This design comes from an exercise in tuning for small area, a short achievable clock period and few clock cycles on the open sky130 flow, not from production work. The RTL of this run was laid out without a check of its function. Power and IR drop assume default switching activity.

$ cat run.sh
#!/bin/bash
# synth_recipe.tcl (not shown) runs the flow's synth.tcl, then flattens the netlist and writes it again
# the make line also repeats each setting of config.mk as NAME=value (left out here)
make -C /OpenROAD-flow-scripts/flow DESIGN_CONFIG=/design/flow/config.mk WORK_HOME=/design/flow/orfs CLKGATE_MAP_FILE= SYNTH_SCRIPT=/design/flow/synth_recipe.tcl finish
$ cat config.mk
export PLATFORM = sky130hd
export DESIGN_NAME = cic_core
export DESIGN_NICKNAME = cic_core
export VERILOG_FILES = /design/flow/design.v
export SDC_FILE = /design/flow/constraint.sdc
export NUM_CORES = 4
export LEC_CHECK = 0
export CAP_MARGIN = 20
export CORE_MARGIN = 2
export CORE_UTILIZATION = 40
export SLEW_MARGIN = 20
$ cat design.v
module cic_core (
    input  wire sys_clk,
    input  wire block_rst,       
    input  wire dclk_in,         
    input  wire dio_in,          
    input  wire reset_held,      
    input  wire cancel,          
    output reg  dio_drive_low,   
    output reg  terminated,      
    output reg  busy             
);
    localparam [92:0] PRE_BITS =
        93'b111101000111001111110000100001001010001101011111010001110010000001011110010011100101111011000;
    localparam [3:0]
        ST_WAIT  = 4'd0,
        ST_TERM  = 4'd1,
        ST_PRE   = 4'd2,    
        ST_DRAIN = 4'd3,    
        ST_CMD   = 4'd4,    
        ST_CPAD  = 4'd5,    
        ST_CWR   = 4'd6,    
        ST_VMARK = 4'd7,    
        ST_VRD   = 4'd8,    
        ST_VSYNC = 4'd9,    
        ST_VWR   = 4'd10,   
        ST_RACK  = 4'd11;   
    reg  [3:0]   st;
    reg  [6:0]   cnt;           
    reg          wait_act;      
    reg          rst_q;         
    reg          cmd_hi, cmd_lo;
    reg  [60:1]  mv;
    reg  [3:0]   p;             
    reg          eng_run;
    reg          eng_first;     
    reg  [1:0]   eng_rnd;
    reg  [3:0]   eng_x;
    reg  [119:0] vm;
    reg  [3:0]   nib;
    reg          vshift;        
    reg  [3:0]   va_a;
    reg          va_carry;
    wire [3:0] m1  = mv[4:1],   m2  = mv[8:5],   m3  = mv[12:9],  m4  = mv[16:13];
    wire [3:0] m5  = mv[20:17], m6  = mv[24:21], m7  = mv[28:25], m8  = mv[32:29];
    wire [3:0] m9  = mv[36:33], m10 = mv[40:37], m11 = mv[44:41], m12 = mv[48:45];
    wire [3:0] m13 = mv[52:49], m14 = mv[56:53], m15 = mv[60:57];
    wire [3:0] xe  = eng_first ? m15 : eng_x;
    wire [3:0] n1  = m1 + xe + 4'd1;
    wire [3:0] n2  = ~(n1 + m2 + 4'd1);
    wire [4:0] t3  = {1'b0, m2} + {1'b0, m3} + 5'd1;
    wire       ca  = ~t3[4];                                
    wire [3:0] n3b = t3[3:0] + m3;
    wire [3:0] n3  = ca ? t3[3:0] : n3b;
    wire [3:0] n4a = m3 + m4;
    wire [3:0] n4  = ca ? n4a : (n3b + m4);
    wire [3:0] n5a = n4a + m5;
    wire [3:0] n5b = m4[3] ? (m4 + 4'd8) : (m4 + 4'd8 + m5);
    wire [3:0] n5  = ca ? n5a : n5b;
    wire [3:0] n6a = m5[3] ? (m5 + 4'd8) : (m5 + 4'd8 + m6);
    wire [3:0] n6b = m5 + m6 + 4'd1;
    wire [3:0] n6  = ca ? n6a : n6b;
    wire [3:0] bs  = ca ? m6 : n6b;                         
    wire [3:0] n7  = bs + m7  + 4'd1;
    wire [3:0] n8  = n7  + m8  + 4'd1;
    wire [3:0] n9  = n8  + m9  + 4'd1;
    wire [3:0] n10 = n9  + m10 + 4'd1;
    wire [3:0] n11 = n10 + m11 + 4'd1;
    wire [3:0] n12 = n11 + m12 + 4'd1;
    wire [3:0] n13 = n12 + m13 + 4'd1;
    wire [3:0] n14 = n13 + m14 + 4'd1;
    wire [3:0] n15 = n14 + m15 + 4'd1;
    wire [60:1] mv_iter = {n15, n14, n13, n12, n11, n10, n9, n8,
                           n7, n6, n5, n4, n3, n2, n1};
    wire [3:0] va_1 = {va_a[3] ^ ~nib[0], va_a[2:0]};
    wire [3:0] va_2 = va_1[1] ? va_1 : (va_1 + 4'd4);
    wire [3:0] va_3 = va_2 + nib;
    wire [3:0] va_4 = va_carry ? va_3 : (va_3 + 4'd7);
    wire [3:0] va_5 = va_4 + va_3;
    wire [4:0] va_6 = {1'b0, va_5} + {1'b0, va_3} + {4'd0, va_carry};
    wire [3:0] va_7 = ~va_6[3:0];
    wire eng_hold = (st == ST_CWR) && eng_run;
    wire is_xfer  = (st != ST_WAIT) && (st != ST_TERM) && !eng_hold;
    wire is_read  = (st == ST_DRAIN) || (st == ST_CMD) || (st == ST_CPAD) ||
                    (st == ST_VRD);
    reg [3:0] mp;
    always @(*) begin
        case (p)
            4'd1:  mp = m1;   4'd2:  mp = m2;   4'd3:  mp = m3;
            4'd4:  mp = m4;   4'd5:  mp = m5;   4'd6:  mp = m6;
            4'd7:  mp = m7;   4'd8:  mp = m8;   4'd9:  mp = m9;
            4'd10: mp = m10;  4'd11: mp = m11;  4'd12: mp = m12;
            4'd13: mp = m13;  4'd14: mp = m14;  default: mp = m15;
        endcase
    end
    reg wbit;
    always @(*) begin
        case (st)
            ST_PRE:   wbit = PRE_BITS[cnt];
            ST_CWR:   wbit = mp[0];
            ST_VMARK: wbit = ~cnt[0];                        
            ST_VWR:   wbit = vm[3 - cnt[1:0]];
            default:  wbit = 1'b0;                           
        endcase
    end
    wire capture  = is_xfer && !wait_act && !dclk_in;
    wire complete = is_xfer &&  wait_act &&  dclk_in;
    reg [3:0] st_d;
    reg [6:0] cnt_d;
    reg       wait_act_d, dd_d;
    reg [3:0] p_d;
    reg       eng_run_d;
    always @(*) begin
        st_d       = st;
        cnt_d      = cnt;
        wait_act_d = wait_act;
        dd_d       = dio_drive_low;
        p_d        = p;
        eng_run_d  = eng_run;
        if (eng_run) begin
            p_d = (n7 == 4'd0) ? 4'd1 : n7;
            if (xe == 4'd0 && eng_rnd == 2'd2) eng_run_d = 1'b0;
        end
        if (block_rst) begin
            st_d       = ST_WAIT;
            wait_act_d = 1'b0;
            dd_d       = 1'b0;
            eng_run_d  = 1'b0;
        end else if (st == ST_TERM) begin
            dd_d = 1'b0;
        end else if (cancel) begin
            st_d       = ST_TERM;
            wait_act_d = 1'b0;
            dd_d       = 1'b0;
        end else if (st == ST_WAIT) begin
            if (!reset_held) begin
                st_d       = ST_PRE;
                cnt_d      = 7'd0;
                wait_act_d = 1'b0;
            end
        end else if (capture) begin
            wait_act_d = 1'b1;
            if (!is_read) dd_d = !wbit;
            if (st == ST_CMD && cnt[0] == 1'b0 && !dio_in) eng_run_d = 1'b1;
        end else if (complete) begin
            wait_act_d = 1'b0;
            dd_d       = 1'b0;
            cnt_d      = cnt + 7'd1;
            case (st)
                ST_PRE:   if (cnt == 7'd92) begin st_d = ST_DRAIN; cnt_d = 7'd0; end
                ST_DRAIN: if (cnt == 7'd7)  begin st_d = ST_CMD;   cnt_d = 7'd0; end
                ST_CMD: begin
                    if (cnt[0]) begin
                        cnt_d = 7'd0;
                        case ({cmd_hi, cmd_lo})
                            2'b00: st_d = ST_CPAD;
                            2'b01: st_d = ST_TERM;
                            2'b10: st_d = ST_VMARK;
                            default: st_d = ST_RACK;
                        endcase
                    end
                end
                ST_CPAD:  st_d = ST_CWR;
                ST_CWR: begin
                    p_d = p + 4'd1;
                    if (p == 4'hF) begin st_d = ST_CMD; cnt_d = 7'd0; end
                    else                 st_d = ST_CPAD;
                end
                ST_VMARK: if (cnt == 7'd7)   begin st_d = ST_VRD;   cnt_d = 7'd0; end
                ST_VRD:   if (cnt == 7'd119) begin st_d = ST_VSYNC; cnt_d = 7'd0; end
                ST_VSYNC: begin st_d = ST_VWR; cnt_d = 7'd0; end
                ST_VWR:   if (cnt == 7'd119) begin st_d = ST_CMD;   cnt_d = 7'd0; end
                default:  begin st_d = ST_CMD; cnt_d = 7'd0; end    
            endcase
        end
    end
    always @(posedge sys_clk) begin
        st            <= st_d;
        cnt           <= cnt_d;
        wait_act      <= wait_act_d;
        dio_drive_low <= dd_d;
        terminated    <= (st_d == ST_TERM);
        busy          <= (st_d == ST_CWR) && eng_run_d;
        p             <= p_d;
        eng_run       <= eng_run_d;
        rst_q         <= block_rst;
        if (capture && st == ST_CMD) begin
            if (cnt[0]) cmd_lo <= dio_in;
            else        cmd_hi <= dio_in;
        end
        if (capture && st == ST_CMD && !cnt[0]) begin
            eng_first <= 1'b1;
            eng_rnd   <= 2'd0;
        end else if (eng_run) begin
            eng_x     <= xe - 4'd1;
            eng_first <= (xe == 4'd0);
            if (xe == 4'd0) eng_rnd <= eng_rnd + 2'd1;
        end
        if (rst_q)
            mv[60:5] <= 56'h89E16DC75B8F41;           
        else if (eng_run)
            mv <= mv_iter;
        else if (capture && st == ST_DRAIN && cnt[2])
            mv[4:1] <= {mv[3:1], dio_in};              
        if (capture && (st == ST_VRD))
            nib <= {nib[2:0], dio_in};
        vshift <= capture && (st == ST_VRD || st == ST_VWR) && (cnt[1:0] == 2'd3);
        if (vshift) begin
            vm       <= {va_7, vm[119:4]};
            va_a     <= va_7;
            va_carry <= va_6[4];
        end else if (complete && st == ST_CMD && cnt[0]) begin
            va_a     <= 4'd5;
            va_carry <= 1'b1;
        end
    end
endmodule
$ cat constraint.sdc
create_clock -name core_clock -period 15.0 [get_ports {sys_clk}]
set_input_delay 3.0000 -clock core_clock [delete_from_list [all_inputs] [get_ports {sys_clk}]]
set_output_delay 3.0000 -clock core_clock [all_outputs]
set_load 0.01 [all_outputs]
==> flow_summary_export.csv <==
group,metric,value,unit
detailed_routing,wl_per_cell,14.9,um
cts,clk_pin_slew,0.06,ns
timing,maxSlewViolCount,0,
final_layout,fill_cells,2426,
cts,postCtsSetupBuffers,0,
detailed_routing,ant_nets,0,
timing,finClkSkew,0.0164,ns
detailed_routing,drt_iter0_drc,388,
timing,tns,0,ns
critical_path,crit_arrival,8.35,ns
power_and_ir_drop,peakVddDrop,0.0684,mV
final_layout,post-route-cell-area,12200,sq um
synthesis,synth_edf_count,146,
timing,slew_headroom,0.337,
cts,ctsResizeCount,0,
final_layout,fin_nets,1041,
timing,clock.fmax,125,MHz
synthesis,yosysUniqueCellTypes,59,
synthesis,avgSynthCellArea,11.8,sq um
die,dieHeight,170,um
timing,min_period,7.99,ns
placed_design,numPortBuffers,8,
placed_design,dp.cells,1251,
critical_path,r2r_cells,26,
synthesis,synth_cells,936,
cts,cts_sinks,220,
timing,finalSetupViolations,0,
cts,hold_buffers,0,
cts,clk_latency,0.51,ns
synthesis,synth_seq_cells,220,
critical_path,critical_path.slowest_cell,"fa_1",
detailed_routing,avgViaCountPerCell,5.08,
cts,root_buffer,"clkbuf_16",
power_and_ir_drop,power.total,1.29,mW
timing,hold_viol,0,
timing,fin_hold_ws,0.412,ns
detailed_routing,dr.pass1.iters,4,
critical_path,worstSetupStartpointType,"flop",
global_routing,track_usage,0.139,
timing,period_share,0.533,
critical_path,required,15.36,ns
die,die_area,28800,sq um
final_layout,area_delta_synth_final,11.1,%
synthesis,synth_warnings,1,
synthesis,ys.flop_type,"edfxtp_1",
cts,h-tree-depth,1,
placed_design,placed_area,11400,sq um
critical_path,worst_path_most_repeated_cell,"fa_1",
status,outcome,"no timing/DRC/antenna violations",
critical_path,worst-setup-path-type,"reg2reg",
synthesis,synth_fp_nets,1040,
cts,cts_tree,"done",
critical_path,worstPathMaxFanout,21,
cts,clockBufferDepth,3,
synthesis,synth_area,11000,sq um
die,initial_core_util,0.408,
global_routing,grt_max_degree,69,
synthesis,synthArstFlopShare,0,
timing,rsz0062_at_grt,"false",
die,fp.dieW,170,um
placed_design,dp_hpwl,12600,um
synthesis,seq_area_frac_synth,0.533,
timing,tightestPinTransition,0.989,ns
detailed_routing,drc_errors,0,
global_routing,grt_antenna_before_repair,0,
critical_path,critPathCaptureType,"flop",
global_routing,grt_pass1_vias,6443,
final_layout,drive_gt1_frac,0.0660,
die,core.rowCount,60,
global_routing,grt_overflow,0,
cts,cts_buffers,25,
critical_path,cp_slowest_stage_delay,0.61,ns
global_routing,grt_pass1_wl,32900,um
detailed_routing,routed_wl,19300,um
flow_run,cap_violations,0,
final_layout,stdcell_count,1295,
worst_hold_path,hold_depth,0,
die,io_pins,9,
power_and_ir_drop,power.leakage,4.55,nW
worst_hold_path,hp-class,"reg2reg",
die,core,27000,sq um
power_and_ir_drop,powerDensity,106,nW/um^2
detailed_routing,vias,6575,
placed_design,routabilityCongestion,0.825,
final_layout,antennaDiodeCount,0,
==> logic make-up after synthesis <==
logic type               after synthesis  synth area share
flip-flops                           220             0.533
multiplexers                          47            0.0463
adder cells (fa/ha/maj)               98             0.126
buffers and inverters                 99            0.0341
AO/OA/AOI/OAI                        172            0.0985
AND/OR/NAND/NOR                      223            0.0936
XOR/XNOR                              77            0.0683
==> stage by stage <==
step / setup WS [ns] / utilization
final: 7.01 / 0.454
after global routing: 6.40 / 0.454
after CTS: 6.90 / 0.454
after detailed placement: 6.93 / 0.423
after global placement: 7.10 / 0.423
after floorplan: 7.42 / -
==> flip-flops by register name, summed over array words and instances, names as in the netlist <==
register / flops
eng_run: 1
p: 4
vshift: 1
wait_act: 1
va_carry: 1
cmd_lo: 1
cmd_hi: 1
busy: 1
rst_q: 1
mv: 60
va_a: 4
terminated: 1
dio_drive_low: 1
cnt: 7
eng_x: 4
st: 4
eng_rnd: 2
eng_first: 1
vm: 120
nib: 4
==> final timing paths <==
| check | from | to | slack [ns] |
|---|---|---|---|
| setup / recovery | mv[9] | mv[60] | 7.01 |
| hold / removal | vm[36] | vm[32] | 0.41 |
| setup reg to reg | mv[9] | mv[60] | 7.01 |
| hold reg to reg | vm[36] | vm[32] | 0.41 |
==> layout make-up <==
class	instances	area, sq um	area share
Sequential cell	220	5870	0.480
Clock buffer	30	686	0.0561
Multi-Input combinational cell	617	4760	0.389
Clock inverter	14	134	0.0110
Timing Repair Buffer	14	125	0.0102
Tap cell	341	427	0.0349
Inverter	59	221	0.0181
==> synthesized netlist by cell type, types with 4 or more instances <==
master	instances	area, sq um
edfxtp_1	146	4380
ha_1	77	963
inv_1	59	221
mux2i_1	43	430
xor2_1	27	236
xnor2_1	44	385
nand2_1	81	304
o21ai_0	39	195
and2_1	4	25.0
a21o_1	17	128
and3_1	8	50.1
a21oi_1	49	245
fa_1	21	420
dfxtp_1	74	1480
o211ai_1	12	90.1
a211oi_1	12	90.1
o21a_1	4	30.0
a211o_1	5	43.8
nor2b_1	11	68.8
a31oi_1	5	31.3
nand3_1	13	65.1
nor4_1	5	31.3
nor3_1	12	60.1
clkbuf_1	35	131
nand2b_1	12	75.1
nor2_1	60	225
==> critical path, delay by kind of cell, from the launching register on <==
family	cells	cell delay, ns
adder cells (fa/ha/maj)	12	5.51
AO/OA/AOI/OAI	5	0.55
AND/OR/NAND/NOR	4	0.49
flip-flops	1	0.46
XOR/XNOR	2	0.42
buffers and inverters	3	0.37
==> placed cells by master, fill, tap and decap left out, types with 21 or more instances in the layout <==
| cell | synthesis | final |
|---|---|---|
| a21oi_1 | 49 | 49 |
| clkbuf_16 | 0 | 26 |
| dfxtp_1 | 74 | 72 |
| edfxtp_1 | 146 | 146 |
| fa_1 | 21 | 21 |
| ha_1 | 77 | 77 |
| inv_1 | 59 | 58 |
| mux2i_1 | 43 | 43 |
| nand2_1 | 81 | 81 |
| nor2_1 | 60 | 60 |
| o21ai_0 | 39 | 39 |
| xnor2_1 | 44 | 44 |
| xor2_1 | 27 | 27 |
==> report_power, final <==
part           total, mW  internal [mW]  switching, mW  leakage (nW)
clock              0.602          0.360          0.241         0.398
sequential         0.651          0.643        0.00820          1.93
combinational     0.0369         0.0169         0.0200          2.22
==> per-layer routing <==
metal | global-route usage | part of all wire | wire length (um)
met5 | 0 | 0 | 0
met4 | 0.0334 | 0.019 | 366
met3 | 0.0207 | 0.030 | 573
met2 | 0.219 | 0.45 | 8650
met1 | 0.202 | 0.50 | 9760

==> afterwards: timing with drivers on the ports <==
In the flow no input, the clock included, has a driving cell. The finished layout below was timed again as built, in two steps.
Step 1: set_driving_cell puts a clkbuf_16 on sys_clk and a buf_2 on each other input, an assumption about the parent block.
Step 2 times the ports against the registers' clock, not the clock port: input delays grow and output delays shrink by t, the midpoint of the rising clock arrivals with the driver on.
Three values: no drivers, after step 1, after step 2; two values: the first two.
t (ns): 0.547
setup WS [ns]: 7.011 / 7.011 / 7.011
worst register clock-pin slew, ns: 0.06 / 0.06
After both steps this run still meets setup and hold. The setup slack of this run moves by 0.000 ns with the drivers and by 0.000 ns with both steps.
